Context: an optimization exercise on an open-source flow, tuned for small area, a short achievable clock period and few clock cycles. The choices shown serve that exercise and are no tape-out recipe.
Function was checked by simulation only, so behaviour that the tests miss may differ from the original.
No activity file was given, so power comes from the tool's default toggle rates.

[flow/flow/run.sh]
#!/bin/bash
# Standard layout (the standard.sh), with these changes to how it is
# made: the port buffers are buf_2 cells instead of the default pick; the
# timing repair steps aim for a large setup margin so that they size and
# buffer the paths that set the achieved period; and the clock tree is built
# without dummy loads. The SDC is unchanged.
export BUFFER_PORTS_ARGS="-buffer_cell sky130_fd_sc_hd__buf_2"
export SETUP_SLACK_MARGIN=18.7
export CTS_ARGS="-sink_clustering_enable -repair_clock_nets -dont_use_dummy_load -buf_list sky130_fd_sc_hd__clkbuf_8 -sink_clustering_size 14 -sink_clustering_max_diameter 50"
bash standard.sh > standard.log 2>&1
[flow/constraint.sdc]
create_clock -name core_clock -period 25.0 [get_ports {clk}]
set_input_delay 5.0000 -clock core_clock [delete_from_list [all_inputs] [get_ports {clk}]]
set_output_delay 5.0000 -clock core_clock [all_outputs]
set_load 0.01 [all_outputs]
[flow/config.mk]
export PLATFORM = sky130hd
export DESIGN_NAME = mpd_engine
export DESIGN_NICKNAME = mpd_engine
export VERILOG_FILES = /design/flow/design.v
export SDC_FILE = /design/flow/constraint.sdc
export NUM_CORES = 4
export LEC_CHECK = 0
export CAP_MARGIN = 20
export CORE_MARGIN = 2
export CORE_UTILIZATION = 60
export CTS_BUF_LIST = sky130_fd_sc_hd__clkbuf_8
export CTS_CLUSTER_DIAMETER = 50
export CTS_CLUSTER_SIZE = 14
export SLEW_MARGIN = 20
[flow/standard.sh]
#!/bin/bash
# synth_recipe.tcl (not shown) runs the flow's synth.tcl, then flattens the netlist and writes it again
# the make line also repeats each setting of config.mk as NAME=value (left out here)
make -C /OpenROAD-flow-scripts/flow DESIGN_CONFIG=/design/flow/config.mk WORK_HOME=/design/flow/orfs CLKGATE_MAP_FILE= SYNTH_SCRIPT=/design/flow/synth_recipe.tcl "${@:-finish}"
[flow/design.v]
module mpd_engine (
    input  wire        clk,
    input  wire        rst,           
    input  wire        cmd_valid,
    output wire        cmd_ready,
    input  wire [31:0] cmd_data,
    output reg         gpio_valid,
    input  wire        gpio_ready,
    output wire [31:0] gpio_addr,
    output reg  [31:0] gpio_data,
    output reg         rsp_valid,
    output reg  [3:0]  rsp_err,
    output reg  [31:0] rsp_result,
    output wire [15:0] rsp_bus,
    output reg  [1:0]  rsp_rot,
    output wire [4:0]  rsp_devcnt
);
    localparam [3:0] E_OK      = 4'd0;
    localparam [3:0] E_ILLEGAL = 4'd1;
    localparam [3:0] E_WIDTH   = 4'd2;
    localparam [3:0] E_PIN     = 4'd3;
    localparam [3:0] E_DUP     = 4'd4;
    localparam [3:0] E_CTRL    = 4'd5;
    localparam [3:0] E_ROT     = 4'd7;
    localparam [3:0] E_OOB     = 4'd9;
    localparam [3:0] E_NOTCFG  = 4'd10;
    localparam [3:0] E_DEV     = 4'd12;
    localparam [3:0] E_FULL    = 4'd13;
    localparam [3:0] E_FATAL   = 4'd14;
    localparam [3:0] M_IDLE  = 4'd0;    
    localparam [3:0] M_TX    = 4'd1;    
    localparam [3:0] M_DRAIN = 4'd2;    
    localparam [3:0] M_W1    = 4'd3;    
    localparam [3:0] M_PIN   = 4'd4;    
    localparam [3:0] M_DEV   = 4'd5;    
    localparam [3:0] M_BUILD = 4'd6;    
    localparam [3:0] M_BSCAN = 4'd10;   
    localparam [3:0] M_ROT   = 4'd7;    
    localparam [3:0] M_BHDR  = 4'd8;    
    localparam [3:0] M_XLO   = 4'd9;    
    localparam [2:0] Q_CSA = 3'd0;
    localparam [2:0] Q_DCC = 3'd1;
    localparam [2:0] Q_DCD = 3'd2;
    localparam [2:0] Q_WRD = 3'd3;
    localparam [2:0] Q_SET = 3'd4;
    localparam [2:0] Q_CLR = 3'd5;
    localparam [2:0] Q_WRA = 3'd6;
    localparam [2:0] Q_CSD = 3'd7;
    integer i;
    reg         cr;              
    reg         iv;              
    reg  [31:0] w;
    reg  [3:0]  mst;
    reg         pend;            
    reg  [2:0]  sq;
    reg         txc, txd, srcc, dtx;
    reg  [15:0] rem;             
    reg  [1:0]  k;               
    reg  [2:0]  g;               
    reg  [7:0]  sp [0:10];
    reg  [10:0] sv;
    reg  [3:0]  hc;
    reg  [2:0]  spol;            
    reg  [7:0]  ip [0:10];
    reg  [2:0]  ipol;
    reg  [6:0]  gmask;           
    reg  [2:0]  ng;
    reg         bus_ready, bus_fatal, last_valid;
    reg  [7:0]  last_byte;
    reg         bmd, bmc, bpin, bdup;
    reg  [11:0] dp [0:7];
    reg  [2:0]  hd;
    reg  [3:0]  devcnt;
    reg         xfk;             
    reg  [2:0]  xc;              
    reg  [1:0]  xe;              
    reg         rstd;            
    reg  [5:0]  res;             
    reg  [2:0]  gg;
    reg         gclr;
    assign cmd_ready  = cr;
    assign gpio_addr  = {4'b0101, 17'd0, gg, 4'd0, 1'b1, gclr, 2'b00};
    assign rsp_bus    = {last_byte, 1'b0, ng, 1'b0, last_valid, bus_fatal, bus_ready};
    assign rsp_devcnt = {1'b0, devcnt};
    wire [3:0] op   = w[31:28];
    wire       act  = (mst == M_IDLE) && iv && !pend;
    wire       free = !gpio_valid || gpio_ready;
    wire tx_legal = (w[25:24] == 2'b00) && (w[27] || (w[23:16] == 8'd0)) &&
                    (w[26] || (w[15:0] == 16'd0));
    wire tx_ok    = tx_legal && !bus_fatal && bus_ready;
    wire start_tx = (mst == M_IDLE) && iv && (op == 4'h3) && tx_ok;
    wire pin_legal = (w[22:8] == 15'd0) && (w[27:24] <= 4'd10) &&
                     !((w[27:24] <= 4'd7) && w[23]);
    wire reg_legal = (w[27:13] == 15'd0);
    wire reg_full  = devcnt[3];
    wire sxf_legal = (w[27:20] == 8'd0) && (w[15:6] == 10'd0) && !w[3];
    wire sxf_devok = !w[19] && ({1'b0, w[18:16]} < devcnt);
    wire keep0 = ((op == 4'h1) && pin_legal) || (op == 4'h4) ||
                 ((op == 4'h9) && reg_legal && !reg_full) ||
                 ((op == 4'hA) && sxf_legal && sxf_devok);
    wire pin_go = (((act && (op == 4'h1) && pin_legal)) || (mst == M_PIN)) &&
                  (hc == w[27:24]);
    wire [2:0] dev_tgt = (op == 4'h9) ? devcnt[2:0] : w[18:16];
    wire dev_go = ((act && (((op == 4'h9) && reg_legal && !reg_full) ||
                            ((op == 4'hA) && sxf_legal && sxf_devok))) ||
                   (mst == M_DEV)) && (hd == dev_tgt);
    reg [11:0] dev_new;
    always @(*) begin
        dev_new = dp[0];
        if (op == 4'h9)
            dev_new = w[11:0];
        else case (w[5:4])
            2'd0: dev_new[2:0]  = w[2:0];
            2'd1: dev_new[5:3]  = w[2:0];
            2'd2: dev_new[8:6]  = w[2:0];
            default: dev_new[11:9] = w[2:0];
        endcase
    end
    wire [2:0] esq  = (mst == M_TX) ? sq : Q_CSA;
    wire       want = start_tx || ((mst == M_TX) && ((sq != Q_WRD) || srcc || iv));
    reg  [7:0] cbyte;
    always @(*) begin
        case (k)
            2'd0: cbyte = w[7:0];
            2'd1: cbyte = w[15:8];
            2'd2: cbyte = w[23:16];
            default: cbyte = w[31:24];
        endcase
    end
    wire changed = !last_valid || (last_byte != cbyte);
    reg  lbv, chg;
    wire wrd_ready = (mst == M_TX) && (sq == Q_WRD) && (srcc || iv);
    wire lb_take   = wrd_ready && !lbv;
    wire chg_now   = lbv ? chg : changed;
    reg  [6:0] gab;
    reg  [2:0] first_g, next_g;
    always @(*) begin
        for (i = 0; i < 7; i = i + 1)
            gab[i] = gmask[i] && (i > g);
        first_g = 3'd0;
        next_g  = 3'd0;
        for (i = 6; i >= 0; i = i - 1) begin
            if (gmask[i]) first_g = i[2:0];
            if (gab[i])   next_g  = i[2:0];
        end
    end
    wire has_next = |gab;
    reg  [7:0] cpin;
    reg        cpol, cact;
    always @(*) begin
        case (esq)
            Q_CSA:   begin cpin = ip[8];  cpol = ipol[0]; cact = 1'b1; end
            Q_CSD:   begin cpin = ip[8];  cpol = ipol[0]; cact = 1'b0; end
            Q_DCC:   begin cpin = ip[9];  cpol = ipol[1]; cact = 1'b0; end
            Q_DCD:   begin cpin = ip[9];  cpol = ipol[1]; cact = 1'b1; end
            Q_WRA:   begin cpin = ip[10]; cpol = ipol[2]; cact = 1'b1; end
            default: begin cpin = ip[10]; cpol = ipol[2]; cact = 1'b0; end
        endcase
    end
    wire isdata = (esq == Q_SET) || (esq == Q_CLR);
    reg [31:0] dmask;
    always @(*) begin
        dmask = 32'd0;
        for (i = 0; i < 8; i = i + 1)
            if ((ip[i][7:5] == g) && (last_byte[i] ^ (esq == Q_CLR)))
                dmask = dmask | (32'd1 << ip[i][4:0]);
    end
    wire [31:0] n_gd   = isdata ? dmask : (32'd1 << cpin[4:0]);
    wire [2:0]  n_gg   = isdata ? g : cpin[7:5];
    wire        n_gclr = isdata ? (esq == Q_CLR) : (cpol ^ cact);
    reg       rbit;
    always @(*) begin
        rbit = 1'b0;
        for (i = 0; i < 27; i = i + 1)
            if (rem[4:0] == i[4:0]) rbit = w[i];
    end
    wire [6:0] rt    = {res, rbit};
    wire [7:0] rstep = (rt >= 7'd45) ? {1'b0, rt - 7'd45} : {1'b0, rt};
    wire [5:0] rinit = w[27] ? 6'd44 : 6'd0;
    reg  [2:0] xcode;
    always @(*) begin
        if (mst == M_XLO)
            xcode = xc;
        else if (xfk) begin
            case (rsp_rot)
                2'd0: xcode = dp[0][2:0];
                2'd1: xcode = dp[0][5:3];
                2'd2: xcode = dp[0][8:6];
                default: xcode = dp[0][11:9];
            endcase
        end else begin
            case (rsp_rot)
                2'd0: xcode = 3'b000;
                2'd1: xcode = 3'b110;
                2'd2: xcode = 3'b011;
                default: xcode = 3'b101;
            endcase
        end
    end
    wire        xph   = (mst == M_XLO);
    wire        xsub  = xph ? xcode[0] : xcode[1];
    wire [15:0] xop   = (xcode[2] ^ xph) ? w[15:0] : w[31:16];
    wire [15:0] xcon  = ((xfk && rsp_rot[0]) ^ xph) ? 16'd319 : 16'd479;
    wire [15:0] xout  = xsub ? xcon - xop : xop;
    wire        x_ge480 = (w[31:25] != 7'd0) || (w[24] & w[23] & w[22] & w[21]);
    wire        x_ge320 = (w[31:25] != 7'd0) || (w[24] & (w[23] | w[22]));
    wire        y_ge480 = (w[15:9] != 7'd0)  || (w[8] & w[7] & w[6] & w[5]);
    wire        y_ge320 = (w[15:9] != 7'd0)  || (w[8] & (w[7] | w[6]));
    wire        mp_oob  = rsp_rot[0] ? (x_ge320 || y_ge480) : (x_ge480 || y_ge320);
    wire        w1_go   = (mst == M_W1) && iv && (!xfk || (xe != 2'd0) || (hd == g));
    wire        w1_hi   = w1_go && (xe == 2'd0) && !(!xfk && mp_oob);
    wire       sc_md  = !sv[0] && !hc[3];
    wire       sc_mc  = !sv[0] && hc[3];
    wire       sc_pin = (sp[0] >= 8'd200);
    wire       sc_dup = (sp[0] == sp[1]) || (sp[0] == sp[2]) || (sp[0] == sp[3]) ||
                        (sp[0] == sp[4]) || (sp[0] == sp[5]);
    wire       f_md   = bmd  || sc_md;
    wire       f_mc   = bmc  || sc_mc;
    wire       f_pin  = bpin || sc_pin;
    wire       f_dup  = bdup || sc_dup;
    wire [3:0] b_err  = f_md ? E_WIDTH : f_mc ? E_CTRL : f_pin ? E_PIN :
                        f_dup ? E_DUP : E_OK;
    wire       sc_new = !hc[3] && (sp[0][7:5] != 3'd7) && !gmask[sp[0][7:5]];
    wire       bscan  = ((mst == M_BUILD) && (hc == 4'd0)) || (mst == M_BSCAN);
    wire       bfin   = (mst == M_BSCAN) && (hc == 4'd10);
    wire drain_last = ((dtx ? (w[15:3] == 13'd0) : (w[31:3] == 29'd0)) &&
                       !(w[2] && (w[1] || w[0])));
    wire [5:0] dhi    = w[7:2] - {5'd0, (k == 2'd0)};
    wire [7:0] dbyte  = (k == 2'd0) ? {dhi, w[1:0]} : (w[7:0] - {7'd0, srcc});
    wire       dbout  = (k == 2'd0) ? (w[7:2] == 6'd0) : (srcc && (w[7:0] == 8'd0));
    wire       dtx_legal = (w[25:24] == 2'b00) && (w[27] || (w[23:16] == 8'd0)) && w[26];
    wire       dstep  = (mst == M_DRAIN) && iv && !((k == 2'd0) && drain_last);
    reg  [3:0]  n_mst;
    reg         n_pend, n_rv;
    reg  [3:0]  n_err;
    reg  [2:0]  n_sq;
    reg         n_txc, n_txd, n_srcc, n_dtx;
    reg  [15:0] n_rem;
    reg  [1:0]  n_k;
    reg  [2:0]  n_g;
    reg  [6:0]  n_gmask;
    reg  [2:0]  n_ng;
    reg         n_ready, n_fatal;
    reg         n_bmd, n_bmc, n_bpin, n_bdup;
    reg  [3:0]  n_devcnt;
    reg         n_xfk;
    reg  [2:0]  n_xc;
    reg  [31:0] n_result;
    reg  [1:0]  n_rot;
    reg  [1:0]  n_xe;
    reg         rel;             
    always @(*) begin
        n_mst    = mst;
        n_pend   = 1'b0;
        n_rv     = 1'b0;
        n_err    = E_OK;
        n_sq     = sq;
        n_txc    = txc;
        n_txd    = txd;
        n_srcc   = srcc;
        n_dtx    = dtx;
        n_rem    = rem;
        n_k      = k;
        n_g      = g;
        n_gmask  = gmask;
        n_ng     = ng;
        n_ready  = bus_ready;
        n_fatal  = bus_fatal;
        n_bmd    = bmd;
        n_bmc    = bmc;
        n_bpin   = bpin;
        n_bdup   = bdup;
        n_devcnt = devcnt;
        n_xfk    = xfk;
        n_xc     = xc;
        n_result = rsp_result;
        n_rot    = rsp_rot;
        n_xe     = xe;
        rel      = 1'b0;
        if (pend) begin
            n_rv  = 1'b1;
            n_err = E_OK;
        end
        if (want) begin
            case (esq)
                Q_CSA: begin
                    n_mst = M_TX;
                    n_txc = w[27];
                    n_txd = w[26];
                    n_rem = w[15:0];
                    n_sq  = w[27] ? Q_DCC : (w[26] ? Q_DCD : Q_CSD);
                    if (!w[27]) rel = 1'b1;
                end
                Q_DCC: begin
                    n_srcc = 1'b1;
                    n_k    = 2'd2;
                    n_sq   = Q_WRD;
                end
                Q_DCD: begin
                    n_srcc = 1'b0;
                    n_k    = 2'd0;
                    n_sq   = (rem == 16'd0) ? Q_CSD : Q_WRD;
                end
                Q_WRD: begin
                    n_g      = first_g;
                    n_sq     = chg_now ? Q_SET : Q_WRA;
                    if (!srcc) begin
                        n_rem = rem - 16'd1;
                        n_k   = k + 2'd1;
                    end
                    if (srcc || (k == 2'd3) || (rem == 16'd1)) rel = 1'b1;
                end
                Q_SET: n_sq = Q_CLR;
                Q_CLR: begin
                    n_g  = next_g;
                    n_sq = has_next ? Q_SET : Q_WRA;
                end
                Q_WRA: begin
                    if (srcc)
                        n_sq = txd ? Q_DCD : Q_CSD;
                    else
                        n_sq = (rem == 16'd0) ? Q_CSD : Q_WRD;
                end
                default: begin  
                    n_mst  = M_IDLE;
                    n_pend = 1'b1;
                end
            endcase
        end
        if (act) begin
            case (op)
                4'h1: begin  
                    if (!pin_legal) begin
                        n_rv = 1'b1; n_err = E_ILLEGAL; rel = 1'b1;
                    end else if (!pin_go)
                        n_mst = M_PIN;
                end
                4'h2: begin  
                    rel = 1'b1;
                    if (w[27:0] != 28'd0) begin
                        n_rv = 1'b1; n_err = E_ILLEGAL;
                    end else if (bus_fatal) begin
                        n_rv = 1'b1; n_err = E_FATAL;
                    end else begin
                        n_mst   = M_BUILD;
                        n_bmd   = 1'b0;
                        n_bmc   = 1'b0;
                        n_bpin  = 1'b0;
                        n_bdup  = 1'b0;
                        n_gmask = 7'd0;
                        n_ng    = 3'd0;
                    end
                end
                4'h3: begin  
                    if (!tx_ok) begin
                        rel   = 1'b1;
                        n_err = !tx_legal ? E_ILLEGAL : bus_fatal ? E_FATAL : E_NOTCFG;
                        if (w[15:0] == 16'd0)
                            n_rv = 1'b1;
                        else begin
                            n_mst = M_DRAIN;
                            n_dtx = 1'b1;
                            n_k   = 2'd0;
                        end
                    end
                end
                4'h4: begin  
                    n_mst = M_ROT;
                    n_rem = 16'd26;
                end
                4'h5: begin  
                    rel  = 1'b1;
                    n_rv = 1'b1;
                    if (w[27:0] != 28'd0)
                        n_err = E_ILLEGAL;
                    else begin
                        n_err = E_OK;
                        case (rsp_rot)
                            2'd0: n_result = 32'd0;
                            2'd1: n_result = 32'd90;
                            2'd2: n_result = 32'd180;
                            default: n_result = 32'd270;
                        endcase
                    end
                end
                4'h9: begin  
                    if (!reg_legal) begin
                        n_rv = 1'b1; n_err = E_ILLEGAL; rel = 1'b1;
                    end else if (reg_full) begin
                        n_rv = 1'b1; n_err = E_FULL; rel = 1'b1;
                    end else if (!dev_go)
                        n_mst = M_DEV;
                end
                4'hA: begin  
                    if (!sxf_legal) begin
                        n_rv = 1'b1; n_err = E_ILLEGAL; rel = 1'b1;
                    end else if (!sxf_devok) begin
                        n_rv = 1'b1; n_err = E_DEV; rel = 1'b1;
                    end else if (!dev_go)
                        n_mst = M_DEV;
                end
                4'hB: begin  
                    rel   = 1'b1;
                    n_mst = M_W1;
                    n_xfk = 1'b1;
                    n_g   = w[18:16];
                    n_xe  = ((w[27:20] != 8'd0) || (w[15:0] != 16'd0)) ? 2'd1 :
                            (w[19] || ({1'b0, w[18:16]} >= devcnt)) ? 2'd2 : 2'd0;
                end
                4'hC: begin  
                    rel   = 1'b1;
                    n_mst = M_W1;
                    n_xfk = 1'b0;
                    n_xe  = (w[27:0] != 28'd0) ? 2'd1 : 2'd0;
                end
                4'h6: begin  
                    rel   = 1'b1;
                    n_mst = M_W1;
                    n_xfk = 1'b0;
                    n_xe  = 2'd1;
                end
                4'hD: begin  
                    rel   = 1'b1;
                    n_mst = M_BHDR;
                    n_k   = 2'd2;
                end
                4'h3: ;
                default: begin
                    rel  = 1'b1;
                    n_rv = 1'b1; n_err = E_ILLEGAL;
                end
            endcase
        end
        if (pin_go) begin
            rel   = 1'b1;
            n_mst = M_IDLE;
            n_rv  = 1'b1; n_err = E_OK;
        end
        if (dev_go) begin
            rel   = 1'b1;
            n_mst = M_IDLE;
            n_rv  = 1'b1; n_err = E_OK;
            if (op == 4'h9) begin
                n_devcnt = devcnt + 4'd1;
                n_result = {29'd0, devcnt[2:0]};
            end
        end
        case (mst)
            M_BUILD, M_BSCAN: if (bscan) begin
                n_mst  = M_BSCAN;
                n_bmd  = f_md;
                n_bmc  = f_mc;
                n_bpin = f_pin;
                n_bdup = f_dup;
                if (sc_new) begin
                    n_gmask[sp[0][7:5]] = 1'b1;
                    n_ng = ng + 3'd1;
                end
                if (bfin) begin
                    n_mst    = M_IDLE;
                    n_rv     = 1'b1;
                    n_err    = b_err;
                    if (b_err != E_OK) begin
                        n_ready = 1'b0;
                        n_fatal = 1'b1;
                        n_ng    = 3'd0;
                    end else
                        n_ready = 1'b1;
                end
            end
            M_ROT: begin
                n_rem = rem - 16'd1;
                if (rem[4:0] == 5'd0) begin
                    rel   = 1'b1;
                    n_mst = M_IDLE;
                    n_rv  = 1'b1;
                    if ((rstep == 8'd0) && !w[0]) begin
                        n_err = E_OK;
                        n_rot = w[2:1];
                    end else
                        n_err = E_ROT;
                end
            end
            M_W1: begin
                if (w1_hi) begin
                    n_mst = M_XLO;
                    n_xc  = xcode;
                    n_result[31:16] = xout;
                end else if (w1_go) begin
                    rel   = 1'b1;
                    n_mst = M_IDLE;
                    n_rv  = 1'b1;
                    n_err = (xe == 2'd1) ? E_ILLEGAL : (xe == 2'd2) ? E_DEV : E_OOB;
                end
            end
            M_XLO: begin
                rel   = 1'b1;
                n_mst = M_IDLE;
                n_rv  = 1'b1;
                n_result[15:0] = xout;
            end
            M_BHDR: begin
                if (iv) begin
                    rel = 1'b1;
                    if (k != 2'd0)
                        n_k = k - 2'd1;
                    else begin
                        n_err = E_ILLEGAL;
                        if (w == 32'd0) begin
                            n_mst = M_IDLE;
                            n_rv  = 1'b1;
                        end else begin
                            n_mst = M_DRAIN;
                            n_dtx = 1'b0;
                            n_k   = 2'd0;
                        end
                    end
                end
            end
            M_DRAIN: begin
                if (iv) begin
                    if ((k == 2'd0) && drain_last) begin
                        rel   = 1'b1;
                        n_mst = M_IDLE;
                        n_rv  = 1'b1;
                        n_err = !dtx ? E_ILLEGAL : !dtx_legal ? E_ILLEGAL :
                                bus_fatal ? E_FATAL : E_NOTCFG;
                    end else begin
                        n_k    = k + 2'd1;
                        n_srcc = dbout;
                        if (k == 2'd3) rel = 1'b1;
                    end
                end
            end
            default: ;
        endcase
    end
    wire n_iv = cr ? cmd_valid : !(free && rel);
    always @(posedge clk) begin
        if (cr && (mst != M_DRAIN))
            w <= cmd_data;
        else if (dstep)
            w <= {dbyte, w[31:8]};
        for (i = 0; i < 10; i = i + 1)
            sp[i] <= sp[i + 1];
        sp[10] <= pin_go ? w[7:0] : sp[0];
        if (act && (op == 4'h1) && pin_legal && w[27])
            spol[w[25:24]] <= w[23];
        for (i = 0; i < 7; i = i + 1)
            dp[i] <= dp[i + 1];
        dp[7] <= dev_go ? dev_new : dp[0];
        if (bscan) begin
            for (i = 0; i < 11; i = i + 1)
                if (hc == i[3:0]) ip[i] <= sp[0];
            if (bfin)
                ipol <= spol;
        end
        res <= (mst == M_ROT) ? rstep[5:0] : rinit;
        if (free) begin
            gpio_data <= n_gd;
            gg        <= n_gg;
            gclr      <= n_gclr;
            sq        <= n_sq;
            txc       <= n_txc;
            txd       <= n_txd;
            srcc      <= n_srcc;
            rem       <= n_rem;
            k         <= n_k;
            g         <= n_g;
        end
        gmask <= n_gmask;
        bmd   <= n_bmd;
        bmc   <= n_bmc;
        bpin  <= n_bpin;
        bdup  <= n_bdup;
        xfk   <= n_xfk;
        xc    <= n_xc;
        xe    <= n_xe;
        dtx   <= n_dtx;
        rsp_err <= n_err;
        rstd    <= rst;
    end
    always @(posedge clk) begin
        if (rst) begin
            cr         <= 1'b1;
            iv         <= 1'b0;
            rsp_valid  <= 1'b0;
            gpio_valid <= 1'b0;
            mst        <= M_IDLE;
            pend       <= 1'b0;
        end else begin
            cr <= !n_iv;
            iv <= n_iv;
            rsp_valid <= free && n_rv;
            if (free) begin
                gpio_valid <= want;
                mst        <= n_mst;
                pend       <= n_pend;
            end
        end
    end
    always @(posedge clk) begin
        if (rstd) begin
            sv         <= 11'd0;
            hc         <= 4'd0;
            hd         <= 3'd0;
            devcnt     <= 4'd0;
            bus_ready  <= 1'b0;
            bus_fatal  <= 1'b0;
            ng         <= 3'd0;
            rsp_rot    <= 2'd0;
            rsp_result <= 32'd0;
        end else begin
            sv <= {pin_go || sv[0], sv[10:1]};
            hc <= (hc == 4'd10) ? 4'd0 : hc + 4'd1;
            hd <= hd + 3'd1;
            devcnt     <= n_devcnt;
            bus_ready  <= n_ready;
            bus_fatal  <= n_fatal;
            ng         <= n_ng;
            rsp_rot    <= n_rot;
            rsp_result <= n_result;
        end
    end
    always @(posedge clk) begin
        if (rstd || bfin) begin
            last_valid <= 1'b0;
            last_byte  <= 8'd0;
        end else if (lb_take) begin
            last_valid <= 1'b1;
            last_byte  <= cbyte;
        end
        if (lb_take)
            chg <= changed;
        if (rst)
            lbv <= 1'b0;
        else if (free && want && (esq == Q_WRD))
            lbv <= 1'b0;
        else if (lb_take)
            lbv <= 1'b1;
    end
endmodule
==> results by group, run 1 <==
Critical path
  – Max FO, Critical Path: 6
  – CP Class: reg2out
  – Worst Path Buf+Inv: 1
  – Crit-path cells: buf_2
  – CP startpoint kind: register
  – Crit-path max cell delay: 450 ps
  – Family with the most delay on the worst path: flip-flops
  – Crit. End Element: output port
  – Critical path's slowest cell: dfxtp_1
  – Crit path DAT: 1260 ps
  – WP data required: roughly 20000 ps

Synth
  – Count leader, synth: dfxtp_1
  – Dominant cell type by area after synthesis: edfxtp_1
  – Synth top area cells: edfxtp_1 25%, dfxtp_1 25%, nor2_1 3.6%
  – Sequential cell area fraction in the yosys report: between 40% and 50%
  – Post-synth ARST share: 0%
  – Flops & latches, synth: 481
  – Synth Cell Area: about 23000 um^2
  – Main synth FF type: dfxtp_1
  – Synthesized area per cell: just under 10 um^2
  – Unique cell type count in the Yosys netlist: 87
  – Syn Inst Count: roughly 2.4k
  – Synth cell count leaders: 287 x dfxtp_1, 223 x nor2_1, 194 x edfxtp_1, 163 x nand2_1, 128 x a21oi_1
  – Total number of yosys warnings: 4
  – Post-synth EDFFs: between 150 and 200
  – Synth top area share: between 20% and 30%

Global routing
  – Vias in the first global route: ~19k
  – Antenna violations before repair: 2
  – First-pass GRT wire length: ~120 mm
  – Grt total ovfl: 0
  – Largest net degree at the start of global routing: a little under 60
  – Total track usage: approximately 38%

Final layout
  – Final Net Count: around 2.5k
  – Ant. Diodes: 0
  – Layout cells sized above 1: roughly 12%
  – Post-layout util: roughly 64%
  – Area growth, synth to finish: 6.28%
  – Final Cell Area: between 20000 and 25000 um^2
  – Final std cells w/o fill: ~3k
  – Fillers: between 3k and 4k

Hold path
  – Worst hold path class: reg2reg

Place
  – DPL Wire Length: approximately 57 mm
  – PortBufs: 130
  – Post-place setup slack: about 18000 ps
  – Placed cell area: 24100 um^2
  – GP Congestion: just over 1
  – Placed cell count: 2915

STA
  – Minimum clock period: 6260 ps
  – Fin. max-slew vios: 0
  – Final Skew: between 90 and 100 ps
  – Hold slack final: about 300 ps
  – Unrepaired setup endpoints after global routing: false
  – Least-Margin Pin Slew: 1110 ps
  – Final WS setup: ~19000 ps
  – Rel. slew slack: 25.6%
  – Tcrit/Tclk final: between 20% and 30%
  – # setup viols final: 0
  – Achievable Freq: 160 MHz
  – Fin Setup TNS: 0 ps
  – Fin. Hold Viols: 0

Detailed routing
  – Via count: between 20k and 25k
  – Routed WL: roughly 78 mm
  – Detail Route Antenna Nets: 0
  – Residual DRC: 0
  – Iter 0 DRT Violations: between 2k and 3k
  – Routed vias/inst: just under 7
  – DR pass1 iterations: 8
  – Drt wl/cell: about 26 um

Clock tree
  – CTS Buffer Depth: 3
  – Clk sink count: 481
  – Num CTS Buffers: between 40 and 50
  – Worst-path clk slew: about 90 ps
  – Clk latency of the worst-skew pair: 670 ps
  – CTS tree: done
  – Clock root cell: clkbuf_8
  – # Post-CTS Setup Buffers: 0
  – Htree depth: 2

Floorplanning
  – Initial Util: 60.5%
  – DIE AREA: 40400 um^2
  – Die Y: between 200 and 250 um
  – Boundary Pins: approximately 160
  – Core area: approximately 38000 um^2
  – Placement Rows: 72
  – Chip Width: roughly 200 um

Power
  – VDD IR max: between 70 and 80 uV
  – Leakage: about 9.0 nW
  – Power Total: around 2.4 mW
  – Power per cell area: between 90 and 100 nW/um^2

Status
  – Outcome: no timing/DRC/antenna violations

Job
  – Max-cap violation count: 0
[power breakdown]
group	switching, mW	internal (mW)	leakage, nW
Sequential	0.224	0.943	4.25
Clock	0.244	0.160	0.324
Combinational	0.544	0.319	4.46
[flip-flops by register name, summed over array words and instances (netlist names), 3 cells and up, named ones only]
signal	flops
devcnt	4
dp	96
g	3
gg	3
gmask	7
gpio_data	32
hc	4
hd	3
ip	88
ipol	3
last_byte	8
mst	4
ng	3
rem	16
res	6
rsp_err	4
rsp_result	32
sp	88
spol	3
sq	3
sv	11
w	32
[cells in the final DEF, fill, tap and decap left out, types with 19 or more instances in the layout]
cell type    n
a211oi_1    20
a21oi_1    128
a22oi_1     31
a31oi_1     19
and2_1      20
and3_1      20
buf_2      130
buf_4       25
clkbuf_8    45
conb_1      31
dfxtp_1    273
edfxtp_1   194
ha_1        39
inv_1       67
mux2_2      39
mux2i_1     27
nand2_1    163
nand2b_1    40
nand3_1     47
nor2_1     223
nor2b_1     61
nor3_1      85
nor4_1      27
o21ai_0     94
o221ai_1    25
o22ai_1    117
xnor2_1     73
xor2_1      54
[routing by layer]
layer	up-vias	share of wire [%]	track usage, %
li1	8828	-	-
met1	9544	40	52.1
met2	1429	43	56.9
met3	278	12	8.59
met4	2	4.5	15.5
met5	-	0.018	0
[area by class of cell]
class                           count  area [um^2]  area share [%]
Timing Repair Buffer              156          846            3.42
Inverter                           71          270            1.09
Clock buffer                       45          619            2.50
Tap cell                          518          648            2.62
Multi-Input combinational cell   1690        10800            43.5
Sequential cell                   481        11600            46.9
[cell families (layout without fill, tap and decap cells)]
family / Yosys count / after routing / share of synthesized area, %
flops: 481 / 481 / 49.7
buf+inv: 246 / 272 / 4.62
xor+xnor: 127 / 127 / 4.78
fa+ha+maj: 40 / 40 / 2.18
simple gates: 807 / 807 / 17.6
other cells: 2 / 31 / 0.0323
mux: 67 / 67 / 3.14
compound gates: 618 / 618 / 18.0
[path summary, 6_finish.rpt]
kind                      startpoint            endpoint  slack [ps]  cells after the start
max reg2reg         rem[0]$_DFFE_PN_  rsp_err[1]$_DFF_P_       20210                     17
min                 sp[9][5]$_DFF_P_    sp[8][5]$_DFF_P_         300                      0
max          rsp_rot[1]$_SDFFE_PP0P_          rsp_rot[1]       18740                      1
min reg2reg         sp[9][5]$_DFF_P_    sp[8][5]$_DFF_P_         300                      0
[timing repair]
| action | 4_1_cts | 5_1_grt |
|---|---|---|
| setup endpoints to repair | 13 | 1 |
| hold buffers | 0 | 0 |
| gates resized for setup | 13 | 1 |
Testbench counts, summed over its fixed seeds: cycles 187,449.
==> run 2, diff against run 1 <==
--- a/flow/flow/run.sh
+++ b/flow/flow/run.sh
@@ -5,6 +5,6 @@
 # buffer the paths that set the achieved period; and the clock tree is built
 # without dummy loads. The SDC is unchanged.
 export BUFFER_PORTS_ARGS="-buffer_cell sky130_fd_sc_hd__buf_2"
-export SETUP_SLACK_MARGIN=18.7
+export SETUP_SLACK_MARGIN=18.75
 export CTS_ARGS="-sink_clustering_enable -repair_clock_nets -dont_use_dummy_load -buf_list sky130_fd_sc_hd__clkbuf_8 -sink_clustering_size 14 -sink_clustering_max_diameter 50"
 bash standard.sh > standard.log 2>&1
==> run 2 against run 1 <==
- register-to-register slack got worse by 70 ps
- core utilization grew 0.12 points
- non-clock buffer count unchanged
- routed wire length is 2.3% higher
- area after synthesis unchanged
- via count increased by 0.64%
- clock skew grew 39 ps
==> results by group, run 2 <==
Floorplanning
  – Placement Rows: 72 (unchanged)
  – Die Y: 201 um (unchanged)
  – Chip Width: 201 um (unchanged)
  – DIE AREA: 40400 um^2 (unchanged)
  – Boundary Pins: 162 (unchanged)
  – Initial Util: 60.5% (unchanged)
  – Core area: 38500 um^2 (unchanged)

Job
  – Max-cap violation count: 0 (unchanged)

Clock tree
  – Num CTS Buffers: 46 (+2.2%)
  – Worst-path clk slew: 90 ps (about the same)
  – Clock root cell: clkbuf_8
  – CTS tree: done
  – Clk latency of the worst-skew pair: 680 ps (about the same)
  – Htree depth: 2 (unchanged)
  – Hold Buf Count CTS: 0 (unchanged)
  – CTS Buffer Depth: 3 (unchanged)
  – Clk sink count: 481 (unchanged)

Synth
  – Synth Cell Area: 23300 um^2 (unchanged)
  – Total number of yosys warnings: 4 (unchanged)
  – Synth cell count leaders: 287 x dfxtp_1, 223 x nor2_1, 194 x edfxtp_1, 163 x nand2_1, 128 x a21oi_1
  – Sequential cell area fraction in the yosys report: 49.7% (unchanged)
  – Synth top area cells: edfxtp_1 25%, dfxtp_1 25%, nor2_1 3.6%
  – Flops & latches, synth: 481 (unchanged)
  – Syn Inst Count: 2388 (unchanged)
  – Main synth FF type: dfxtp_1
  – Post-synth EDFFs: 194 (unchanged)
  – Dominant cell type by area after synthesis: edfxtp_1
  – Count leader, synth: dfxtp_1
  – Synthesized area per cell: 9.75 um^2 (unchanged)
  – Unique cell type count in the Yosys netlist: 87 (unchanged)
  – Synth top area share: 25.0% (unchanged)
  – Post-synth ARST share: 0% (unchanged)

Detailed routing
  – Drt wl/cell: 26.8 um (+2.1%)
  – Routed vias/inst: 6.82 (+0.50%)
  – Iter 0 DRT Violations: 2907 (-1.3%)
  – Via count: 20.2k (+0.64%)
  – Residual DRC: 0 (unchanged)
  – Detail Route Antenna Nets: 0 (unchanged)
  – DR pass1 iterations: 6 (-2)
  – Routed WL: 79.4 mm (+2.3%)

Critical path
  – Crit-path max cell delay: 410 ps (-40 ps)
  – Worst-case reg-to-reg path depth: 15 (-2)
  – Crit-path cells: buf_2
  – CP startpoint kind: register
  – Flop2flop setup slack: 20140 ps (-70 ps)
  – Worst Path Buf+Inv: 1 (unchanged)
  – R2R Path End: rsp_err[2]$_DFF_P_
  – CP Class: reg2out
  – Crit. End Element: output port
  – Critical path's slowest cell: dfxtp_4
  – Crit path DAT: 1230 ps (-30 ps)
  – Max FO, Critical Path: 5 (-1)
  – Family with the most delay on the worst path: flip-flops
  – Reg-to-reg startpoint: w[5]$_DFFE_PP_
  – WP data required: 20000 ps (about the same)

Power
  – Power Internal: 1.42 mW (about the same)
  – VDD IR max: 70.4 uV (-8.5%)
  – Flop pwr share: 48.7% (+0.8 points)
  – Power per cell area: 98.4 nW/um^2 (about the same)
  – Switching share of total power: 41.7% (+0.11 points)
  – Clock share of power: 16.7% (about the same)
  – Power Total: 2.44 mW (+0.17%)
  – Leakage: 9.06 nW (+0.17%)
  – Net Sw Power: 1.02 mW (+0.44%)
  – Logic pwr share: 34.7% (-0.8 points)

STA
  – Fin. max-slew vios: 0 (unchanged)
  – Unrepaired setup endpoints after global routing: true
  – Fin. Hold Viols: 0 (unchanged)
  – Tcrit/Tclk final: 24.9% (-0.13 points)
  – Final Skew: 130 ps (+39.3 ps)
  – Least-Margin Pin Slew: 1110 ps (-0.00405 ps)
  – Rel. slew slack: 25.8% (+0.21 points)
  – Achievable Freq: 161 MHz (+0.52%)
  – # setup viols final: 0 (unchanged)
  – Fin Setup TNS: 0 ps (unchanged)
  – Minimum clock period: 6230 ps (-32.4 ps)

Final layout
  – Largest reg by FF count: dp
  – Largest register FFs: 96 (unchanged)
  – Most frequent cells in the layout: 272 x dfxtp_1, 223 x nor2_1, 194 x edfxtp_1
  – Most common cell after layout, fill and taps aside: dfxtp_1
  – Final Net Count: 2522 (+0.040%)
  – Area growth, synth to finish: 6.48%
  – Layout cells sized above 1: 12.4% (+0.077 points)
  – Largest regs: dp: 96 flops, ip: 88 flops, sp: 88 flops

Global routing
  – Total track usage: 38.6% (+1.0 points)
  – Antenna violations before repair: 2 (unchanged)
  – First-pass GRT wire length: 118 mm (+2.3%)
  – Vias in the first global route: 19.4k (+3.3%)
  – Largest net degree at the start of global routing: 59 (unchanged)
  – Grt total ovfl: 0 (unchanged)

Hold path
  – WHS Path Cells: 0 (unchanged)
  – Hold Crit Start: dp[2][5]$_DFF_P_
  – Worst hold path class: reg2reg
  – Hold Path End: dp[1][5]$_DFF_P_

Place
  – DPL Wire Length: 57.6 mm (+1.9%)
  – PortBufs: 130 (unchanged)
  – GP Congestion: 1.03 (-0.17%)

Status
  – Outcome: no timing/DRC/antenna violations
==> run 2: worst max-delay path by stage <==
stage / start / endpoint / slack [ps] / cells after the start
3_3_place_gp: gpio_ready / sq[0]$_DFFE_PP_ / 18320 / 5
3_5_place_dp: gpio_ready / sq[2]$_DFFE_PP_ / 18230 / 5
4_1_cts: last_byte[0]$_SDFFE_PP0P_ / rsp_bus[8] / 18700 / 1
6_report: last_byte[0]$_SDFFE_PP0P_ / rsp_bus[8] / 18770 / 1
5_1_grt: gg[2]$_DFFE_PN_ / gpio_addr[10] / 18730 / 1
2_1_floorplan: gpio_ready / sq[0]$_DFFE_PP_ / 18380 / 3
==> run 2: what timing repair did <==
item,CTS,global route
buffers inserted,0,4
endpoints found under the setup margin,14,10
gates resized for setup,17,6
==> run 2: cells by family after synthesis <==
| logic type | count (synthesis) | synth area share [%] |
|---|---|---|
| buffers and inverters | 246 | 4.62 |
| other | 2 | 0.0323 |
| adders and majority gates | 40 | 2.18 |
| and+or+nand+nor | 807 | 17.6 |
| xor gates and xnor gates | 127 | 4.78 |
| AOI/OAI and AO/OA | 618 | 18.0 |
| DFF | 481 | 49.7 |
| muxes | 67 | 3.14 |
==> run 2: per-layer routing <==
layer  wire [um]  vias to the layer above  global-route usage (%)
met3        9710                      326                    10.6
met4        4120                        2                    18.2
met1       31000                     9590                    51.2
met2       34600                     1455                    58.7
li1            -                     8836                       -
met5          13                        -                       0
==> run 2: through the flow <==
step	cell area (um^2)	hold slack [ps]	setup WS [ps]	utilization, %	cells
global placement	24100	310	18320	62.6	2912
CTS	24700	299	18700	64.3	2958
floorplan	23400	310	18380	-	2417
detailed placement	24100	312	18230	62.6	2912
global route	24800	292	18730	64.4	2962
finish	24800	298	18770	64.4	2965
==> run 2: layout make-up <==
cell class	count	area [um^2]
fill	3011	13700
sequential	481	11600
antenna	3	7.51
inverter	71	270
timing repair buffer	156	856
clock buffer	46	633
multi-input combinational	1690	10800
tap	518	648
==> run 2: power groups by stage <==
| stage | logic [mW] | registers, mW | clock network (mW) |
|---|---|---|---|
| 3_3_place_gp | 0.782 | 1.18 | 0 |
| 5_1_grt | 0.910 | 1.19 | 0.440 |
| 3_5_place_dp | 0.812 | 1.18 | 0 |
| 4_1_cts | 0.818 | 1.16 | 0.410 |
| 6_report | 0.846 | 1.19 | 0.406 |
| 2_1_floorplan | 0.658 | 1.02 | 0 |
==> run 3, diff against run 2 <==
==> flow/flow/run.sh (replaced) <==
#!/bin/bash
# Standard layout (the standard.sh), with these changes to how it is
# made: the port buffers are buf_1 cells instead of the default pick; the
# timing repair steps aim for a large setup margin so that they size and
# buffer the paths that set the achieved period; and the clock tree is built
# without dummy loads. The SDC is unchanged.
export BUFFER_PORTS_ARGS="-buffer_cell sky130_fd_sc_hd__buf_1"
export SETUP_SLACK_MARGIN=18.75
export CTS_ARGS="-sink_clustering_enable -repair_clock_nets -dont_use_dummy_load -buf_list sky130_fd_sc_hd__clkbuf_8 -sink_clustering_size 14 -sink_clustering_max_diameter 50"
bash standard.sh > standard.log 2>&1
==> run 3 against run 2 <==
- still clean
- via count decreased by 1.0%
- non-clock buffer count decreased by 4
- maximum frequency is 0.41% lower
- largest cell class unchanged
- highest routed layer is now met4
==> results by group, run 3 <==
Status
  – Outcome: no timing/DRC/antenna violations

Final layout
  – Fillers: 3175 (+5.4%)
  – Largest regs: dp: 96 flops, ip: 88 flops, sp: 88 flops
  – Final std cells w/o fill: 2961 (-0.13%)
  – Final Net Count: 2516 (-0.24%)
  – Layout cells sized above 1: 7.14% (-5.2 points)
  – Most common cell after layout, fill and taps aside: dfxtp_1
  – Most frequent cells in the layout: 268 x dfxtp_1, 223 x nor2_1, 194 x edfxtp_1
  – Area growth, synth to finish: 5.53%
  – Largest register FFs: 96 (unchanged)
  – Largest reg by FF count: dp

STA
  – # setup viols final: 0 (unchanged)
  – Fin Setup TNS: 0 ps (unchanged)
  – Final Skew: 90.8 ps (-39.3 ps)
  – Unrepaired setup endpoints after global routing: true
  – Tcrit/Tclk final: 25.0% (+0.10 points)
  – Rel. slew slack: 16.8% (-9.0 points)
  – Minimum clock period: 6250 ps (+25.6 ps)
  – Fin. max-slew vios: 0 (unchanged)
  – Fin. Hold Viols: 0 (unchanged)
  – Least-Margin Pin Slew: 1250 ps (+135 ps)
  – Achievable Freq: 160 MHz (-0.41%)

Clock tree
  – Worst-path clk slew: 90 ps (about the same)
  – CTS tree: done
  – Clk sink count: 481 (unchanged)
  – CTS Buffer Depth: 3 (unchanged)
  – Htree depth: 2 (unchanged)
  – Num CTS Buffers: 44 (-4.3%)
  – Clock root cell: clkbuf_8
  – Clk latency of the worst-skew pair: 650 ps (-30 ps)

Power
  – VDD IR max: 82.8 uV (+18%)
  – Power per cell area: 98.7 nW/um^2 (+0.27%)
  – Power Total: 2.42 mW (-0.63%)
  – Leakage: 8.53 nW (-5.7%)

Place
  – GP Congestion: 1.02 (-0.58%)
  – DPL Wire Length: 56.6 mm (-1.8%)
  – Placed cell count: 2911 (-0.034%)
  – PortBufs: 130 (unchanged)

Floorplanning
  – Die Y: 201 um (unchanged)
  – Chip Width: 201 um (unchanged)
  – Boundary Pins: 162 (unchanged)
  – DIE AREA: 40400 um^2 (unchanged)
  – Core area: 38500 um^2 (unchanged)
  – Placement Rows: 72 (unchanged)
  – Initial Util: 60.5% (unchanged)

Critical path
  – Worst Path Buf+Inv: 1 (unchanged)
  – R2R Path End: rsp_err[1]$_DFF_P_
  – Critical path's slowest cell: dfxtp_2
  – CP Class: reg2out
  – Max FO, Critical Path: 4 (-1)
  – Worst-case reg-to-reg path depth: 15 (unchanged)
  – Crit-path max cell delay: 430 ps (+20 ps)
  – Crit path DAT: 1250 ps (+20 ps)
  – Crit-path cells: clkbuf_2
  – WP data required: 20000 ps (about the same)
  – Reg-to-reg startpoint: w[5]$_DFFE_PP_
  – Flop2flop setup slack: 20170 ps (+30 ps)
  – Family with the most delay on the worst path: flip-flops
  – CP startpoint kind: register
  – Crit. End Element: output port

Synth
  – Sequential cell area fraction in the yosys report: 49.7% (unchanged)
  – Syn Inst Count: 2388 (unchanged)
  – Synthesized area per cell: 9.75 um^2 (unchanged)
  – Flops & latches, synth: 481 (unchanged)
  – Synth top area share: 25.0% (unchanged)
  – Post-synth EDFFs: 194 (unchanged)
  – Count leader, synth: dfxtp_1
  – Post-synth ARST share: 0% (unchanged)
  – Main synth FF type: dfxtp_1
  – Dominant cell type by area after synthesis: edfxtp_1
  – Synth top area cells: edfxtp_1 25%, dfxtp_1 25%, nor2_1 3.6%
  – Total number of yosys warnings: 4 (unchanged)
  – Synth cell count leaders: 287 x dfxtp_1, 223 x nor2_1, 194 x edfxtp_1, 163 x nand2_1, 128 x a21oi_1
  – Synth Cell Area: 23300 um^2 (unchanged)
  – Unique cell type count in the Yosys netlist: 87 (unchanged)

Detailed routing
  – M1 wire length: 31.1 mm (+0.27%)
  – Routed vias/inst: 6.76 (-0.88%)
  – Iter 0 DRT Violations: 2877 (-1.0%)
  – Routed wl met2: 34.1 mm (-1.4%)
  – Residual DRC: 0 (unchanged)
  – Routed WL: 77.6 mm (-2.2%)
  – Via count: 20.0k (-1.0%)
  – Top Layer Used: met4
  – Met3 Wirelength: 9.09 mm (-6.3%)
  – DR pass1 iterations: 9 (+3)
  – Drt wl/cell: 26.2 um (-2.1%)
  – Detail Route Antenna Nets: 0 (unchanged)

Hold path
  – Hold Crit Start: dp[4][10]$_DFF_P_
  – Hold Path End: dp[3][10]$_DFF_P_
  – Worst hold path class: reg2reg
  – WHS Path Cells: 0 (unchanged)

Global routing
  – First-pass GRT wire length: 115 mm (-2.4%)
  – Vias in the first global route: 18.8k (-3.3%)
  – Antenna violations before repair: 3 (+1)
  – Grt total ovfl: 0 (unchanged)
  – Largest net degree at the start of global routing: 59 (unchanged)
  – Total track usage: 37.6% (-0.96 points)

Job
  – Max-cap violation count: 0 (unchanged)
[run 3: cell count changes in the layout (fill, tap and decap cells not counted), moves of 4 or more]
cell / delta
buf_1: +126
dfxtp_4: -4
buf_2: -126
buf_4: -5
dfxtp_1: -4
dfxtp_2: +8
[run 3: logic make-up (layout without fill, tap and decap cells)]
kind of cell / Yosys count / after routing / share of synthesized area, %
AOI/OAI and AO/OA: 618 / 618 / 18.0
xor gates and xnor gates: 127 / 127 / 4.78
buffers and inverters: 246 / 267 / 4.62
and+or+nand+nor: 807 / 807 / 17.6
muxes: 67 / 67 / 3.14
DFF: 481 / 481 / 49.7
adders and majority gates: 40 / 40 / 2.18
other: 2 / 36 / 0.0323
[run 3: per-stage QoR]
step           hold slack (ps)  area (um^2)  setup WS (ps)  utilization, %
2_1_floorplan              310        23400          18380               -
3_3_place_gp               310        23900          18300            62.1
3_5_place_dp               312        23900          18240            62.1
4_1_cts                    290        24500          18700            63.8
5_1_grt                    300        24600          18740            63.8
6_report                   301        24600          18750            63.9
[run 3: how the worst max path moves through the flow]
stage,from,to,slack [ps],depth (start not counted)
after detailed placement,gpio_ready,sq[2]$_DFFE_PP_,18240,5
after floorplan,gpio_ready,sq[0]$_DFFE_PP_,18380,3
after global placement,gpio_ready,sq[0]$_DFFE_PP_,18300,5
after global routing,cr$_SDFF_PP1_,cmd_ready,18740,1
final,cr$_SDFF_PP1_,cmd_ready,18750,1
after CTS,cr$_SDFF_PP1_,cmd_ready,18700,1
[run 3: cell type report]
cell class / count / area, um^2 / area share [%]
Sequential cell: 481 / 11600 / 47.2
Inverter: 71 / 270 / 1.10
Clock buffer: 44 / 606 / 2.47
Multi-Input combinational cell: 1690 / 10800 / 43.8
Tap cell: 518 / 648 / 2.64
Antenna cell: 5 / 12.5 / 0.0509
Timing Repair Buffer: 152 / 662 / 2.69
[run 3: where the power goes]
part / internal (mW) / switching, mW
clock: 0.157 / 0.244
combinational: 0.312 / 0.525
sequential: 0.943 / 0.243
[run 3: what timing repair did]
action | CTS | global route
setup buffers | 0 | 0
gates resized for setup | 20 | 6
setup endpoints to repair | 15 | 6
hold buffers | 0 | 0
[run 3: per-layer routing]
metal | vias to the layer above | global-route usage [%]
met5 | - | 0
met4 | 0 | 15.4
met3 | 238 | 8.34
met2 | 1397 | 57.6
met1 | 9531 | 51.8
li1 | 8838 | -
==> run 4, diff against run 3 <==
--- a/flow/flow/run.sh
+++ b/flow/flow/run.sh
@@ -6,5 +6,5 @@
 # without dummy loads. The SDC is unchanged.
 export BUFFER_PORTS_ARGS="-buffer_cell sky130_fd_sc_hd__buf_1"
 export SETUP_SLACK_MARGIN=18.75
-export CTS_ARGS="-sink_clustering_enable -repair_clock_nets -dont_use_dummy_load -buf_list sky130_fd_sc_hd__clkbuf_8 -sink_clustering_size 14 -sink_clustering_max_diameter 50"
+export CTS_ARGS="-sink_clustering_enable -repair_clock_nets -dont_use_dummy_load -buf_list sky130_fd_sc_hd__clkbuf_8 -sink_clustering_size 22 -sink_clustering_max_diameter 50"
 bash standard.sh > standard.log 2>&1
--- a/flow/config.mk
+++ b/flow/config.mk
@@ -10,5 +10,5 @@
 export CORE_UTILIZATION = 60
 export CTS_BUF_LIST = sky130_fd_sc_hd__clkbuf_8
 export CTS_CLUSTER_DIAMETER = 50
-export CTS_CLUSTER_SIZE = 14
+export CTS_CLUSTER_SIZE = 22
 export SLEW_MARGIN = 20
==> run 4 against run 3 <==
- clock skew is 26 ps lower
- highest routed layer unchanged
- core utilization down 0.21 points
- critical path depth unchanged
- non-clock buffer count unchanged
- clock power shrank 7.0%
- register-to-register slack better by 110 ps
- largest power group unchanged
- design area decreased by 0.34%
- final cell count decreased by 0.30%
==> results by group, run 4 <==
STA
  – Fin. max-slew vios: 0 (unchanged)
  – Tcrit/Tclk final: 24.8% (-0.19 points)
  – Fin. Hold Viols: 0 (unchanged)
  – Unrepaired setup endpoints after global routing: false
  – Hold slack final: 260 ps (-41.2 ps)
  – # setup viols final: 0 (unchanged)
  – Achievable Freq: 161 MHz (+0.77%)
  – Least-Margin Pin Slew: 1150 ps (-95.1 ps)
  – Fin Setup TNS: 0 ps (unchanged)
  – Rel. slew slack: 23.1% (+6.3 points)
  – Final Skew: 64.5 ps (-26.4 ps)
  – Minimum clock period: 6200 ps (-47.9 ps)

Critical path
  – Family with the most delay on the worst path: flip-flops
  – Crit-path max cell delay: 370 ps (-60 ps)
  – R2R Path End: rsp_err[2]$_DFF_P_
  – Max FO, Critical Path: 3 (-1)
  – Crit-path cells: buf_1
  – Crit. End Element: output port
  – CP startpoint kind: register
  – Flop2flop setup slack: 20280 ps (+110 ps)
  – Worst Path Buf+Inv: 1 (unchanged)
  – CP Class: reg2out
  – Crit path DAT: 1200 ps (-50 ps)
  – Critical Path Source: devcnt[3]$_SDFFE_PP0P_
  – Worst-case reg-to-reg path depth: 17 (+2)
  – Setup crit end: rsp_devcnt[3]
  – Reg-to-reg startpoint: rem[0]$_DFFE_PN_
  – WP data required: 20000 ps (about the same)
  – Critical path's slowest cell: dfxtp_1
  – Critical path depth: 1 (unchanged)

Clock tree
  – Clock root cell: clkbuf_8
  – Clk latency of the worst-skew pair: 640 ps (about the same)
  – Worst-path clk slew: 120 ps (+30 ps)
  – Clk sink count: 481 (unchanged)
  – CTS Buffer Depth: 3 (unchanged)
  – Hold Buf Count CTS: 0 (unchanged)
  – Post-cts repair resize count: 21 (+5.0%)
  – # Post-CTS Setup Buffers: 0 (unchanged)
  – Htree depth: 2 (unchanged)
  – CTS tree: done
  – Num CTS Buffers: 38 (-14%)

Final layout
  – Area growth, synth to finish: 5.18%
  – Largest regs: dp: 96 flops, ip: 88 flops, sp: 88 flops
  – Final Net Count: 2510 (-0.24%)
  – Largest reg by FF count: dp
  – Final Cell Area: 24500 um^2 (-0.34%)
  – Most common cell after layout, fill and taps aside: dfxtp_1
  – Layout cells sized above 1: 6.99% (-0.15 points)
  – Area of the multi-input gates: 10800 um^2 (unchanged)
  – Final std cells w/o fill: 2952 (-0.30%)
  – Fillers: 3188 (+0.41%)
  – Register area: 11600 um^2 (about the same)
  – Most frequent cells in the layout: 269 x dfxtp_1, 223 x nor2_1, 194 x edfxtp_1
  – Largest register FFs: 96 (unchanged)

Place
  – GP Congestion: 1.02 (unchanged)
  – Placed cell area: 23900 um^2 (unchanged)
  – DPL Wire Length: 56.6 mm (unchanged)
  – Placed cell count: 2911 (unchanged)
  – PortBufs: 130 (unchanged)

Synth
  – Count leader, synth: dfxtp_1
  – Syn Inst Count: 2388 (unchanged)
  – Synthesized area per cell: 9.75 um^2 (unchanged)
  – Flops & latches, synth: 481 (unchanged)
  – Post-synth ARST share: 0% (unchanged)
  – Sequential cell area fraction in the yosys report: 49.7% (unchanged)
  – Unique cell type count in the Yosys netlist: 87 (unchanged)
  – Synth Cell Area: 23300 um^2 (unchanged)
  – Synth top area share: 25.0% (unchanged)
  – Dominant cell type by area after synthesis: edfxtp_1
  – Synth top area cells: edfxtp_1 25%, dfxtp_1 25%, nor2_1 3.6%
  – Total number of yosys warnings: 4 (unchanged)
  – Synth cell count leaders: 287 x dfxtp_1, 223 x nor2_1, 194 x edfxtp_1, 163 x nand2_1, 128 x a21oi_1
  – Main synth FF type: dfxtp_1
  – Post-synth EDFFs: 194 (unchanged)

Detailed routing
  – Residual DRC: 0 (unchanged)
  – Routed WL: 77.3 mm (-0.40%)
  – Drt wl/cell: 26.2 um (-0.10%)
  – Via count: 19.9k (-0.31%)
  – Detail Route Antenna Nets: 0 (unchanged)
  – Iter 0 DRT Violations: 2709 (-5.8%)
  – Routed vias/inst: 6.76 (about the same)
  – DR pass1 iterations: 8 (-1)

Global routing
  – Vias in the first global route: 18.7k (-0.49%)
  – Largest net degree at the start of global routing: 59 (unchanged)
  – First-pass GRT wire length: 115 mm (-0.34%)
  – Antenna violations before repair: 1 (-2)
  – Grt total ovfl: 0 (unchanged)
  – Total track usage: 37.5% (-0.092 points)

Power
  – Power per cell area: 97.7 nW/um^2 (-1.0%)
  – Leakage: 8.50 nW (-0.39%)
  – VDD IR max: 81.6 uV (-1.4%)

Job
  – Max-cap violation count: 0 (unchanged)

Hold path
  – Worst hold path class: reg2reg

Status
  – Outcome: no timing/DRC/antenna violations

Floorplanning
  – Placement Rows: 72 (unchanged)
  – Boundary Pins: 162 (unchanged)
  – Die Y: 201 um (unchanged)
  – Core area: 38500 um^2 (unchanged)
  – Chip Width: 201 um (unchanged)
  – Initial Util: 60.5% (unchanged)
  – DIE AREA: 40400 um^2 (unchanged)
## run 4: report_power, final
part / leakage [nW] / internal, mW / switching [mW]
Combinational: 3.97 / 0.312 / 0.521
Clock: 0.273 / 0.137 / 0.236
Sequential: 4.26 / 0.943 / 0.242
## run 4: worst register-to-register path, stage by stage (launching register included)
cell	delay (ps)
edfxtp_1	480
inv_1	130
ha_1	370
nor2b_1	210
o311ai_0	380
o311ai_0	190
nor3_1	230
a21boi_0	540
nor2_1	170
ha_1	270
nor2_1	190
o21ai_0	120
xnor2_1	220
and4_1	220
a22o_1	160
o211a_1	250
a21o_1	280
o21ai_0	190
## run 4: routing by layer
| metal | track usage (%) | share of wire (%) |
|---|---|---|
| met5 | 0 | 0 |
| met4 | 15.4 | 4.4 |
| met3 | 8.49 | 12 |
| met2 | 57.4 | 44 |
| met1 | 51.7 | 40 |
## run 4: worst min path at each step
stage | from | end | slack [ps] | cells after the start
after CTS | dp[3][5]$_DFF_P_ | dp[2][5]$_DFF_P_ | 270 | 0
after detailed placement | dp[6][6]$_DFF_P_ | dp[5][6]$_DFF_P_ | 310 | 0
after global routing | dp[3][5]$_DFF_P_ | dp[2][5]$_DFF_P_ | 270 | 0
after global placement | dp[5][2]$_DFF_P_ | dp[4][2]$_DFF_P_ | 310 | 0
after floorplan | dp[1][0]$_DFF_P_ | dp[0][0]$_DFF_P_ | 310 | 0
final | dp[3][5]$_DFF_P_ | dp[2][5]$_DFF_P_ | 260 | 0
## run 4: kinds of logic after synthesis
kind of cell,count (synthesis),share of synthesized area (%)
mux,67,3.14
buf+inv,246,4.62
xor+xnor,127,4.78
other cells,2,0.0323
fa+ha+maj,40,2.18
flops,481,49.7
simple gates,807,17.6
compound gates,618,18.0
## run 4: layout make-up
type	count	share of cell area, %
Multi-Input combinational cell	1690	44.0
Antenna cell	2	0.0204
Sequential cell	481	47.4
Inverter	71	1.10
Clock buffer	38	2.14
Timing Repair Buffer	152	2.72
Tap cell	518	2.65
## run 4: metrics by stage
stage          setup slack (ps)  utilization, %  power [mW]
2_1_floorplan             18380               -        1.68
4_1_cts                   18730            63.6        2.35
5_1_grt                   18760            63.6        2.49
3_5_place_dp              18240            62.1        1.98
3_3_place_gp              18300            62.1        1.95
6_report                  18800            63.6        2.39
==> run 5, diff against run 4 <==
--- a/flow/flow/run.sh
+++ b/flow/flow/run.sh
@@ -6,5 +6,5 @@
 # without dummy loads. The SDC is unchanged.
 export BUFFER_PORTS_ARGS="-buffer_cell sky130_fd_sc_hd__buf_1"
 export SETUP_SLACK_MARGIN=18.75
-export CTS_ARGS="-sink_clustering_enable -repair_clock_nets -dont_use_dummy_load -buf_list sky130_fd_sc_hd__clkbuf_8 -sink_clustering_size 22 -sink_clustering_max_diameter 50"
+export CTS_ARGS="-sink_clustering_enable -repair_clock_nets -dont_use_dummy_load -buf_list sky130_fd_sc_hd__clkbuf_8 -sink_clustering_size 18 -sink_clustering_max_diameter 50"
 bash standard.sh > standard.log 2>&1
--- a/flow/config.mk
+++ b/flow/config.mk
@@ -7,8 +7,8 @@
 export LEC_CHECK = 0
 export CAP_MARGIN = 20
 export CORE_MARGIN = 2
-export CORE_UTILIZATION = 60
+export CORE_UTILIZATION = 55
 export CTS_BUF_LIST = sky130_fd_sc_hd__clkbuf_8
 export CTS_CLUSTER_DIAMETER = 50
-export CTS_CLUSTER_SIZE = 22
+export CTS_CLUSTER_SIZE = 18
 export SLEW_MARGIN = 20
==> run 5 against run 4 <==
- largest power group unchanged
- non-clock buffer count grew 12
- combinational power is 5.2% higher
- count of clock-buffer cells in the layout up 4
- final cell count up 1.2%
- still clean
==> results by group, run 5 <==
Synth
  – Flops & latches, synth: 481 (unchanged)
  – Syn Inst Count: 2388 (unchanged)
  – Sequential cell area fraction in the yosys report: 49.7% (unchanged)
  – Post-synth EDFFs: 194 (unchanged)
  – Post-synth ARST share: 0% (unchanged)
  – Unique cell type count in the Yosys netlist: 87 (unchanged)
  – Synth cell count leaders: 287 x dfxtp_1, 223 x nor2_1, 194 x edfxtp_1, 163 x nand2_1, 128 x a21oi_1
  – Synthesized area per cell: 9.75 um^2 (unchanged)
  – Dominant cell type by area after synthesis: edfxtp_1
  – Synth top area cells: edfxtp_1 25%, dfxtp_1 25%, nor2_1 3.6%
  – Count leader, synth: dfxtp_1
  – Synth Cell Area: 23300 um^2 (unchanged)
  – Total number of yosys warnings: 4 (unchanged)
  – Synth top area share: 25.0% (unchanged)
  – Main synth FF type: dfxtp_1

Job
  – Max-cap violation count: 0 (unchanged)

Detailed routing
  – Via count: 19.6k (-1.7%)
  – Routed vias/inst: 6.56 (-2.9%)
  – Routed WL: 77.1 mm (-0.32%)
  – DR pass1 iterations: 8 (unchanged)
  – Drt wl/cell: 25.8 um (-1.5%)
  – Residual DRC: 0 (unchanged)
  – Detail Route Antenna Nets: 0 (unchanged)
  – Iter 0 DRT Violations: 2734 (+0.92%)

Critical path
  – Family with the most delay on the worst path: flip-flops
  – Critical path's slowest cell: dfxtp_1
  – Crit-path max cell delay: 430 ps (+60 ps)
  – Crit-path cells: buf_1
  – Critical Path Source: gpio_valid$_SDFFE_PP0N_
  – Reg-to-reg startpoint: rem[0]$_DFFE_PN_
  – CP Class: reg2out
  – Worst Path Buf+Inv: 1 (unchanged)
  – Crit. End Element: output port
  – CP startpoint kind: register
  – WP data required: 20000 ps (about the same)
  – Flop2flop setup slack: 20120 ps (-160 ps)
  – Crit path DAT: 1230 ps (+30 ps)
  – Max FO, Critical Path: 2 (-1)

Final layout
  – Area growth, synth to finish: 5.98%
  – Largest regs: dp: 96 flops, ip: 88 flops, sp: 88 flops
  – Largest reg by FF count: dp
  – Most common cell after layout, fill and taps aside: dfxtp_1
  – Ant. Diodes: 0 (-2)
  – Fillers: 3590 (+13%)
  – Layout cells sized above 1: 7.84% (+0.85 points)
  – Largest register FFs: 96 (unchanged)
  – Final Net Count: 2526 (+0.64%)
  – Most frequent cells in the layout: 269 x dfxtp_1, 223 x nor2_1, 194 x edfxtp_1

STA
  – Fin. Hold Viols: 0 (unchanged)
  – Fin Setup TNS: 0 ps (unchanged)
  – Final Skew: 63.1 ps (-1.40 ps)
  – Minimum clock period: 6230 ps (+28.1 ps)
  – Rel. slew slack: 30.9% (+7.8 points)
  – # setup viols final: 0 (unchanged)
  – Fin. max-slew vios: 0 (unchanged)
  – Least-Margin Pin Slew: 1040 ps (-117 ps)
  – Achievable Freq: 160 MHz (-0.45%)
  – Tcrit/Tclk final: 24.9% (+0.11 points)
  – Unrepaired setup endpoints after global routing: false
  – Final WS setup: 18770 ps (-28.1 ps)

Place
  – Post-place setup slack: 18160 ps (-76.9 ps)
  – DPL Wire Length: 56.3 mm (-0.46%)
  – GP Congestion: 1.02 (+0.19%)
  – PortBufs: 130 (unchanged)

Clock tree
  – Clk sink count: 481 (unchanged)
  – Num CTS Buffers: 42 (+11%)
  – CTS tree: done
  – Clk latency of the worst-skew pair: 670 ps (+30 ps)
  – CTS Buffer Depth: 3 (unchanged)
  – Clock root cell: clkbuf_8
  – Hold Buf Count CTS: 0 (unchanged)
  – Htree depth: 2 (unchanged)
  – Worst-path clk slew: 110 ps (about the same)

Floorplanning
  – Core area: 41900 um^2 (+8.8%)
  – Initial Util: 55.6% (-4.9 points)
  – Chip Width: 210 um (+4.4%)
  – DIE AREA: 44000 um^2 (+8.9%)
  – Placement Rows: 75 (+4.2%)
  – Boundary Pins: 162 (unchanged)
  – Die Y: 210 um (+4.4%)

Power
  – Leakage: 8.62 nW (+1.4%)
  – VDD IR max: 74.7 uV (-8.6%)
  – Power per cell area: 98.1 nW/um^2 (+0.42%)

Global routing
  – Most used routing layer: met2
  – Antenna violations before repair: 1 (unchanged)
  – Met3 usage: 7.74% (-0.75 points)
  – Vias in the first global route: 18.7k (+0.13%)
  – Total track usage: 34.5% (-3.0 points)
  – M1 GR Usage: 47.8% (-3.9 points)
  – Grt total ovfl: 0 (unchanged)
  – Largest net degree at the start of global routing: 55 (-6.8%)
  – Met2 Resource Use GR: 52.0% (-5.4 points)
  – First-pass GRT wire length: 115 mm (-0.15%)

Status
  – Outcome: no timing/DRC/antenna violations

Hold path
  – Worst hold path class: reg2reg
  – Hold Crit Start: dp[3][6]$_DFF_P_
## run 5: where the power goes
part	internal, mW	total, mW	leakage [nW]	switching (mW)
Sequential	0.943	1.15	4.26	0.208
Combinational	0.319	0.876	4.06	0.556
Clock	0.150	0.393	0.302	0.243
Total	1.41	2.42	8.62	1.01
## run 5: what timing repair did
action	in CTS	in global routing
endpoints found under the setup margin	17	9
gates resized for setup	34	8
buffers inserted	0	2
## run 5: stage by stage
stage	cell area [um^2]	cells	util, %	hold WS, ps	power [mW]
after floorplan	23400	2417	-	310	1.68
after global placement	24000	2941	57.3	310	1.98
after detailed placement	24000	2941	57.3	312	2.00
after CTS	24600	2983	58.8	305	2.39
after global routing	24700	2987	58.9	299	2.53
final	24700	2987	58.9	302	2.42
## run 5: cell type report
cell class	instances	area, um^2	area share (%)
clock buffer	42	578	2.34
inverter	71	270	1.10
multi-input combinational	1690	10800	43.6
sequential	481	11600	47.1
tap	539	674	2.73
timing repair buffer	164	763	3.09
## run 5: layer usage
metal,up-vias,share of wire (%)
met3,253,11
met4,0,4.9
li1,8845,-
met1,9364,41
met2,1139,43
met5,-,0
## run 5: logic make-up (layout without fill, tap and decap cells)
kind of cell | Yosys count | count (layout) | synth area share, %
AOI/OAI and AO/OA | 618 | 618 | 18.0
xor gates and xnor gates | 127 | 127 | 4.78
adders and majority gates | 40 | 40 | 2.18
other | 2 | 31 | 0.0323
buffers and inverters | 246 | 277 | 4.62
and+or+nand+nor | 807 | 807 | 17.6
DFF | 481 | 481 | 49.7
muxes | 67 | 67 | 3.14
## run 5: path summary, 6_finish.rpt
path | to | depth (start not counted)
min | dp[2][6]$_DFF_P_ | 0
max | gpio_valid | 1
max reg2reg | rsp_err[2]$_DFF_P_ | 17
min reg2reg | dp[2][6]$_DFF_P_ | 0

==> what the ideal ports hide <==
How much do the figures lean on ideal ports? The routed layouts below were timed once more, with nothing changed but the port constraints. Step 1 sets driving cells, clkbuf_16 on the clock port and buf_2 on the other inputs (assumed; they add their load-dependent delay and slew). Step 2 also shifts input and output timing later by t, the mid clock arrival at the registers, as if the neighbouring blocks saw the same clock. Three values: ideal ports, drivers, drivers and shift; two values: the first two.
run | shift t [ns] | setup slack, ns | worst setup path at the end | worst slew at a driven data input, ns
run 1 | 0.677 | 18.741 / 18.685 / 18.222 | input to register | 0.03
run 2 | 0.666 | 18.773 / 18.719 / 18.271 | input to register | 0.05
run 3 | 0.659 | 18.748 / 18.695 / 18.340 | input to register | 0.04
run 4 | 0.663 | 18.796 / 18.741 / 18.342 | input to register | 0.04
run 5 | 0.679 | 18.768 / 18.712 / 18.218 | input to register | 0.05
After both steps every run listed still meets setup and hold. For run 5, which loses most, drivers alone change the setup slack by -0.056 ns; drivers and shift together by -0.550 ns.
